Context: an optimization exercise on an open-source flow, tuned for small area, a short achievable clock period and few clock cycles per item. The choices shown serve that exercise and are no tape-out recipe. Power and IR drop assume default switching activity.

==> try-violet <==
## dlink_rx
module dlink_rx #(
    parameter MAX_PAYLOAD = 4096,
    parameter DEF_W       = 8,
    parameter DEF_H       = 8,
    parameter DEF_FMT     = 0
) (
    input  wire        clk,
    input  wire        rst,
    input  wire        in_valid,
    input  wire [7:0]  in_data,
    output wire        in_ready,
    output reg         fb_we,
    output wire [15:0] fb_addr,
    output reg  [7:0]  fb_wdata,
    output reg  [7:0]  fb_wmask,
    output reg         err_valid,
    output reg  [2:0]  err_code,
    output reg         ntf_params,
    output reg         ntf_frame,
    output reg         ss_enabled,
    output reg  [15:0] ss_width,
    output reg  [15:0] ss_height,
    output reg  [2:0]  ss_fmt,
    output reg  [1:0]  ss_rot,
    output reg  [7:0]  ss_indev,
    output reg  [15:0] drop_count
);
export LEC_CHECK = 0
export CAP_MARGIN = 20
export CORE_MARGIN = 2
export CORE_UTILIZATION = 40
export SLEW_MARGIN = 20
create_clock -name core_clock -period 12.0 [get_ports {clk}]
run.sh (not shown) runs the stock make flow with config.mk's settings and CLKGATE_MAP_FILE= SYNTH_SCRIPT=/design/flow/synth_recipe.tcl, a recipe that flattens the netlist after the stock synthesis.
==> inputs of try-nickel, as changes to try-violet <==
--- a/flow/design.v
+++ b/flow/design.v
@@ -24,18 +24,18 @@
     output reg  [1:0]  ss_rot,
     output reg  [7:0]  ss_indev,
     output reg  [15:0] drop_count
 );
     localparam [2:0] E_LENGTH = 3'd2, E_WINDOW = 3'd3, E_FORMAT = 3'd4,
                      E_SHORT  = 3'd5, E_INIT   = 3'd6, E_POINT  = 3'd7;
     localparam [1:0] S_SEEK = 2'd0, S_HDR = 2'd1, S_PAY = 2'd2, S_EXEC = 2'd3;
-    localparam [3:0] X_IDLE = 4'd0, X_COL = 4'd1, X_Y   = 4'd2, X_YD  = 4'd3,
-                     X_H    = 4'd4, X_LR  = 4'd5, X_PW  = 4'd6, X_INIT = 4'd7,
-                     X_ROW  = 4'd8, X_CAP = 4'd9, X_LRS = 4'd10, X_FIN = 4'd11,
-                     X_CK   = 4'd12;
+    localparam integer X_COL = 0, X_Y   = 1, X_YD  = 2, X_H   = 3, X_LR  = 4,
+                       X_PW  = 5, X_INIT = 6, X_ROW = 7, X_CAP = 8, X_LRS = 9,
+                       X_FIN = 10, X_CK  = 11;
+    localparam [11:0] XN = 12'd0;
     reg        rdy;
     reg        vld;            
     reg [7:0]  byte_r;
     reg        spec;           
     reg        lbad, lzero;    
     reg [1:0]  st;
     reg        have_aa;
@@ -60,15 +60,15 @@
     reg [15:0] wf;             
     reg [15:0] lrs;            
     reg [15:0] nrs;            
     reg [15:0] cursor;
     reg [15:0] col;            
     reg [15:0] wreg;           
     reg [1:0]  phase;          
-    reg [3:0]  xs;
+    reg [11:0] xs;
     reg [16:0] T;              
     reg [16:0] m;
     reg [15:0] Q;
     reg        qb;             
     reg        ql;             
     reg        bor;            
     reg        ovf, movf, cinf;
@@ -89,16 +89,15 @@
                          ((st == S_EXEC) && rem == 13'd1);
     wire       n_i7    = (st == S_PAY) && c4 && (vld ? idx == 4'd6 : idx == 4'd7);
     wire [7:0] l2      = vld ? byte_r : A[7];
     wire       n_lbad  = (in_data != 8'd0) || (l2 != 8'd0) || (A[6] > 8'd16) ||
                          (A[6] == 8'd16 && A[5] != 8'd0);
     wire       n_lzero = (in_data == 8'd0) && (l2 == 8'd0) && (A[6] == 8'd0) && (A[5] == 8'd0);
     wire       n_spec  = n_last || n_i7 || (n_l3 && (n_lbad || n_lzero));
-    wire       hold_l3 = (st == S_HDR) && (hcnt == 3'd4) && lbad;
-    wire       cons    = vld && !rsc && (st != S_EXEC) && !hold_l3;
+    wire       cons    = vld && !rsc && !lbad;
     wire       proc    = rsc || cons;
     wire [7:0] b       = rsc ? A[{1'b1, rj}] : byte_r;
     wire [15:0] v_w    = c5 ? 16'd1 : a_w;
     wire [15:0] v_h    = c5 ? 16'd1 : a_h;
     wire [8:0]  sxl    = {1'b0, A[0]} + {1'b0, v_w[7:0]};
     wire [8:0]  syl    = {1'b0, A[2]} + {1'b0, v_h[7:0]};
     wire [8:0]  sxh    = {1'b0, A[1]} + {1'b0, v_w[15:8]};
@@ -112,15 +111,15 @@
     wire        y_lt   = vcy ? (vyl0 && !vyq1) : vyl0;
     wire        y_eq   = vcy ? vyq1 : vyq0;
     wire        eqx    = x_eq && vex;
     wire        v_ok   = vnz && (x_lt || (x_eq && vlx)) && (y_lt || (y_eq && vly)) &&
                          (!pkd || c5 || (vpa && (vpb || eqx)));
     wire [18:0] t_wide = {1'b0, T, cinf} + {1'b0, (qb ? m : 17'd0), cinf};
     wire [17:0] t_sum  = t_wide[18:1];
-    wire        y_done = ((xs == X_Y) && ql) || (xs == X_YD);
+    wire        y_done = (xs[X_Y] && ql) || xs[X_YD];
     wire        go     = (st == S_EXEC) && exw[1] && vok;
     wire        pix_end  = pkd || (phase == bsel - 2'd1);
     wire        row_end  = pkd ? (col[15:4] == 12'd0 && !(col[3] && col[2:0] != 3'd0))
                                : (col == 16'd1 && pix_end);
     wire [15:0] nrs_sum  = nrs + stride;
     wire [15:0] nrs_next = (nrs == lrs) ? wf : nrs_sum;
     wire        wr_data = c3 || (c4 && idx[3] && win_ok);
@@ -250,29 +249,29 @@
                 T    <= 17'd0;
                 m    <= pkd ? {4'd0, a_x[15:3]} : {1'b0, a_x};
                 Q    <= pkd ? 16'd1 : {14'd0, bsel};
                 qb   <= pkd || bsel[0];
                 ql   <= pkd || bsel == 2'd1;
                 bor  <= 1'b0;
                 cinf <= 1'b0;
-                xs   <= X_COL;
+                xs   <= XN | (12'd1 << X_COL);
             end
             if (c4 && idx == 4'd7) begin
                 fin <= last;
                 exw <= 2'd0;
                 rdy <= 1'b0;
                 st  <= S_EXEC;
             end else if (last) begin
                 st <= S_SEEK;
                 if (c1) begin
                     if (idx < 4'd6) begin
                         err_valid <= 1'b1;
                         err_code  <= E_SHORT;
                     end else begin
-                        xs  <= X_INIT;
+                        xs  <= XN | (12'd1 << X_INIT);
                         rdy <= 1'b0;
                         st  <= S_EXEC;
                     end
                 end
                 if (c2 || c5) begin
                     if (idx < 4'd7) begin
                         err_valid <= 1'b1;
@@ -296,100 +295,99 @@
                         err_code  <= E_WINDOW;
                     end
                 end
             end
         end
         default: ;
         endcase
-        case (xs)
-        X_COL: if (ql && idx[3:2] != 2'd0) begin
+        if (xs[X_COL] && ql && idx[3:2] != 2'd0) begin
             m  <= {1'b0, stride};
             Q  <= a_y;
             qb <= A[2][0];
             ql <= (a_y[15:1] == 15'd0);
-            xs <= X_Y;
+            xs <= XN | (12'd1 << X_Y);
         end
-        X_Y, X_YD: if (y_done) begin
-            xs <= X_YD;
+        if (y_done) begin
+            xs <= XN | (12'd1 << X_YD);
             if (go) begin
                 if (c5) begin
                     fb_we    <= 1'b1;
                     fb_wdata <= pkd ? {8{A[4][0]}} : A[4];
                     fb_wmask <= pkd ? (8'h80 >> A[0][2:0]) : 8'hFF;
                     pw       <= bsel - 2'd1;
                     cinf     <= 1'b1;
                     if (pkd || bsel == 2'd1) begin
                         ntf_frame <= 1'b1;
-                        xs        <= X_IDLE;
+                        xs        <= XN;
                         rdy       <= 1'b1;
                         st        <= S_SEEK;
                     end else
-                        xs <= X_PW;
+                        xs <= XN | (12'd1 << X_PW);
                 end else begin
                     wf     <= t_sum[15:0];
                     cursor <= t_sum[15:0];
                     nrs    <= t_sum[15:0];
                     wreg   <= a_w;
                     m      <= {1'b0, stride};
                     Q      <= a_h;
                     qb     <= ~A[6][0];
                     ql     <= (a_h[15:1] == 15'd0);
                     bor    <= 1'b1;
-                    xs     <= X_H;
+                    xs     <= XN | (12'd1 << X_H);
                 end
             end
         end
-        X_H: if (ql) begin
+        if (xs[X_H] && ql) begin
             lrs    <= t_sum[15:0];
             win_ok <= 1'b1;
-            xs     <= X_LR;
+            xs     <= XN | (12'd1 << X_LR);
             if (!(c4 && fin))
                 rdy <= 1'b1;
         end
-        X_LR: begin
+        if (xs[X_LR]) begin
             nrs   <= nrs_next;
             col   <= wreg;
             phase <= 2'd0;
-            xs    <= X_IDLE;
+            xs    <= XN;
             if (c4 && !fin)
                 st <= S_PAY;
             else begin
                 st  <= S_SEEK;
                 rdy <= 1'b1;
                 if (c4) ntf_frame <= 1'b1;
             end
         end
-        X_PW: begin
+        if (xs[X_PW]) begin
             fb_we    <= 1'b1;
             fb_wdata <= A[5];
             A[5]     <= A[6];
             pw       <= pw - 2'd1;
             cinf     <= 1'b1;
             if (pw == 2'd1) begin
                 ntf_frame <= 1'b1;
-                xs        <= X_IDLE;
+                xs        <= XN;
                 rdy       <= 1'b1;
                 st        <= S_SEEK;
             end
         end
-        X_INIT: begin
+        if (xs[X_INIT]) begin
             if (A[4] > 8'd4) begin
                 err_valid  <= 1'b1;
                 err_code   <= E_FORMAT;
                 ss_enabled <= 1'b0;
                 ntf_params <= 1'b1;
-                xs         <= X_IDLE;
+                xs         <= XN;
                 rdy        <= 1'b1;
                 st         <= S_SEEK;
             end else if (A[5] > 8'd3 || a_x == 16'd0 || a_y == 16'd0) begin
                 err_valid  <= 1'b1;
                 err_code   <= E_INIT;
                 ss_enabled <= 1'b0;
                 ntf_params <= 1'b1;
-                xs         <= X_IDLE;
+                xs         <= XN;
                 rdy        <= 1'b1;
                 st         <= S_SEEK;
             end else begin
                 T    <= 17'd0;
                 m    <= i_pkd ? {4'd0, a_x[15:3]} : {1'b0, a_x};
                 Q    <= i_pkd ? 16'd1 : {14'd0, i_b};
                 qb   <= i_pkd || i_b[0];
@@ -397,46 +395,46 @@
                 bor  <= 1'b0;
                 cinf <= i_pkd && (a_x[2:0] != 3'd0);
                 ovf  <= 1'b0;
                 movf <= 1'b0;
                 wf   <= 16'd0;
                 nrs  <= 16'd0;
                 wreg <= a_x;
-                xs   <= X_ROW;
+                xs   <= XN | (12'd1 << X_ROW);
             end
         end
-        X_ROW: if (ql) begin
+        if (xs[X_ROW] && ql) begin
             stride <= t_sum[15:0];
             T      <= 17'd0;
             m      <= t_sum[16:0];
             movf   <= t_sum[17];
             Q      <= a_y;
             qb     <= A[2][0];
             ql     <= (a_y[15:1] == 15'd0);
-            xs     <= X_CAP;
+            xs     <= XN | (12'd1 << X_CAP);
         end
-        X_CAP: if (ql)
-            xs <= X_CK;
-        X_CK: begin
+        if (xs[X_CAP] && ql)
+            xs <= XN | (12'd1 << X_CK);
+        if (xs[X_CK]) begin
             ibad <= ovf || (T[16] && T[15:0] != 16'd0);
             T    <= 17'd0;
             m    <= {1'b0, stride};
             Q    <= a_y;
             qb   <= ~A[2][0];
             ql   <= (a_y[15:1] == 15'd0);
             bor  <= 1'b1;
-            xs   <= X_LRS;
+            xs   <= XN | (12'd1 << X_LRS);
         end
-        X_LRS: if (ql) begin
+        if (xs[X_LRS] && ql) begin
             lrs <= t_sum[15:0];
-            xs  <= X_FIN;
+            xs  <= XN | (12'd1 << X_FIN);
         end
-        X_FIN: begin
+        if (xs[X_FIN]) begin
             ntf_params <= 1'b1;
-            xs         <= X_IDLE;
+            xs         <= XN;
             rdy        <= 1'b1;
             st         <= S_SEEK;
             if (ibad) begin
                 err_valid  <= 1'b1;
                 err_code   <= E_INIT;
                 ss_enabled <= 1'b0;
             end else begin
@@ -450,20 +448,18 @@
                 ss_indev   <= A[6];
                 cursor     <= 16'd0;
                 nrs        <= nrs_next;
                 col        <= wreg;
                 phase      <= 2'd0;
             end
         end
-        default: ;
-        endcase
         if (kill)
-            xs <= X_IDLE;
+            xs <= XN;
         if (st == S_EXEC && exw[1] && !vok && !c1) begin
-            xs     <= X_IDLE;
+            xs     <= XN;
             win_ok <= 1'b0;
             rdy    <= 1'b1;
             if (c4 && !fin)
                 st <= S_PAY;
             else begin
                 st        <= S_SEEK;
                 err_valid <= 1'b1;
@@ -476,15 +472,15 @@
             st         <= S_SEEK;
             rdy        <= 1'b1;
             vld        <= 1'b0;
             have_aa    <= 1'b0;
             hcnt       <= 3'd0;
             rsc        <= 1'b0;
             dpend      <= 2'd0;
-            xs         <= X_IDLE;
+            xs         <= XN;
             ss_enabled <= 1'b0;
             ss_width   <= DEF_W;
             ss_height  <= DEF_H;
             ss_fmt     <= DEF_FMT;
             pkd        <= 1'b0;
             bsel       <= 2'd2;
             ss_rot     <= 2'd0;
==> notes <==
Against try-violet, the count of clock-buffer cells in the layout of try-nickel is higher by 11.
Between try-nickel and try-violet, the lower clock skew is in try-violet (gap 0.017 ns).
In try-nickel the global-route usage is lower than in try-violet, by 0.87 points.
In cell area, try-violet and try-nickel hardly differ.
Against try-nickel, the sequential power of try-violet is larger by about 15%.
Area after synthesis: try-nickel is lower than try-violet (about 0.22%).
Of try-violet and try-nickel, try-violet has the higher non-clock buffer count (gap 5).
Critical path depth is the same in try-nickel and try-violet.
Of try-nickel and try-violet, try-violet has the higher combinational power (gap 89%, measured against try-violet).
No functional check of the RTL was part of any run of this note.

## separate check: timing with driven ports
In the flow no input, the clock included, has a driving cell. The finished layouts below were timed again as built, in two steps.
Step 1 (the two cells are an assumption about what drives the block):
set clk [get_ports {clk}]
set_driving_cell -lib_cell sky130_fd_sc_hd__clkbuf_16 $clk
set_driving_cell -lib_cell sky130_fd_sc_hd__buf_2 [delete_from_list [all_inputs] $clk]
Step 2, shift: input delay + t, output delay - t, t = (earliest + latest rising clock arrival at the registers) / 2. This alone moves slack from input paths to output paths.
Three values: ideal, step 1, step 2; two values: the first two.
run | t (ns) | setup WS [ns] | worst setup path after step 2 | latest minus earliest clock arrival (ns) | cell pins on the clock port's net
try-violet | 0.630 | 7.935 / 7.872 / 7.709 | input to register | 0.020 / 0.020 | 1
try-nickel | 0.653 | 7.894 / 7.834 / 7.701 | input to register | 0.038 / 0.038 | 1
After both steps every run listed still meets setup and hold. The setup slack of try-violet, which loses most, moves by -0.063 ns with the drivers and by -0.226 ns with both steps.
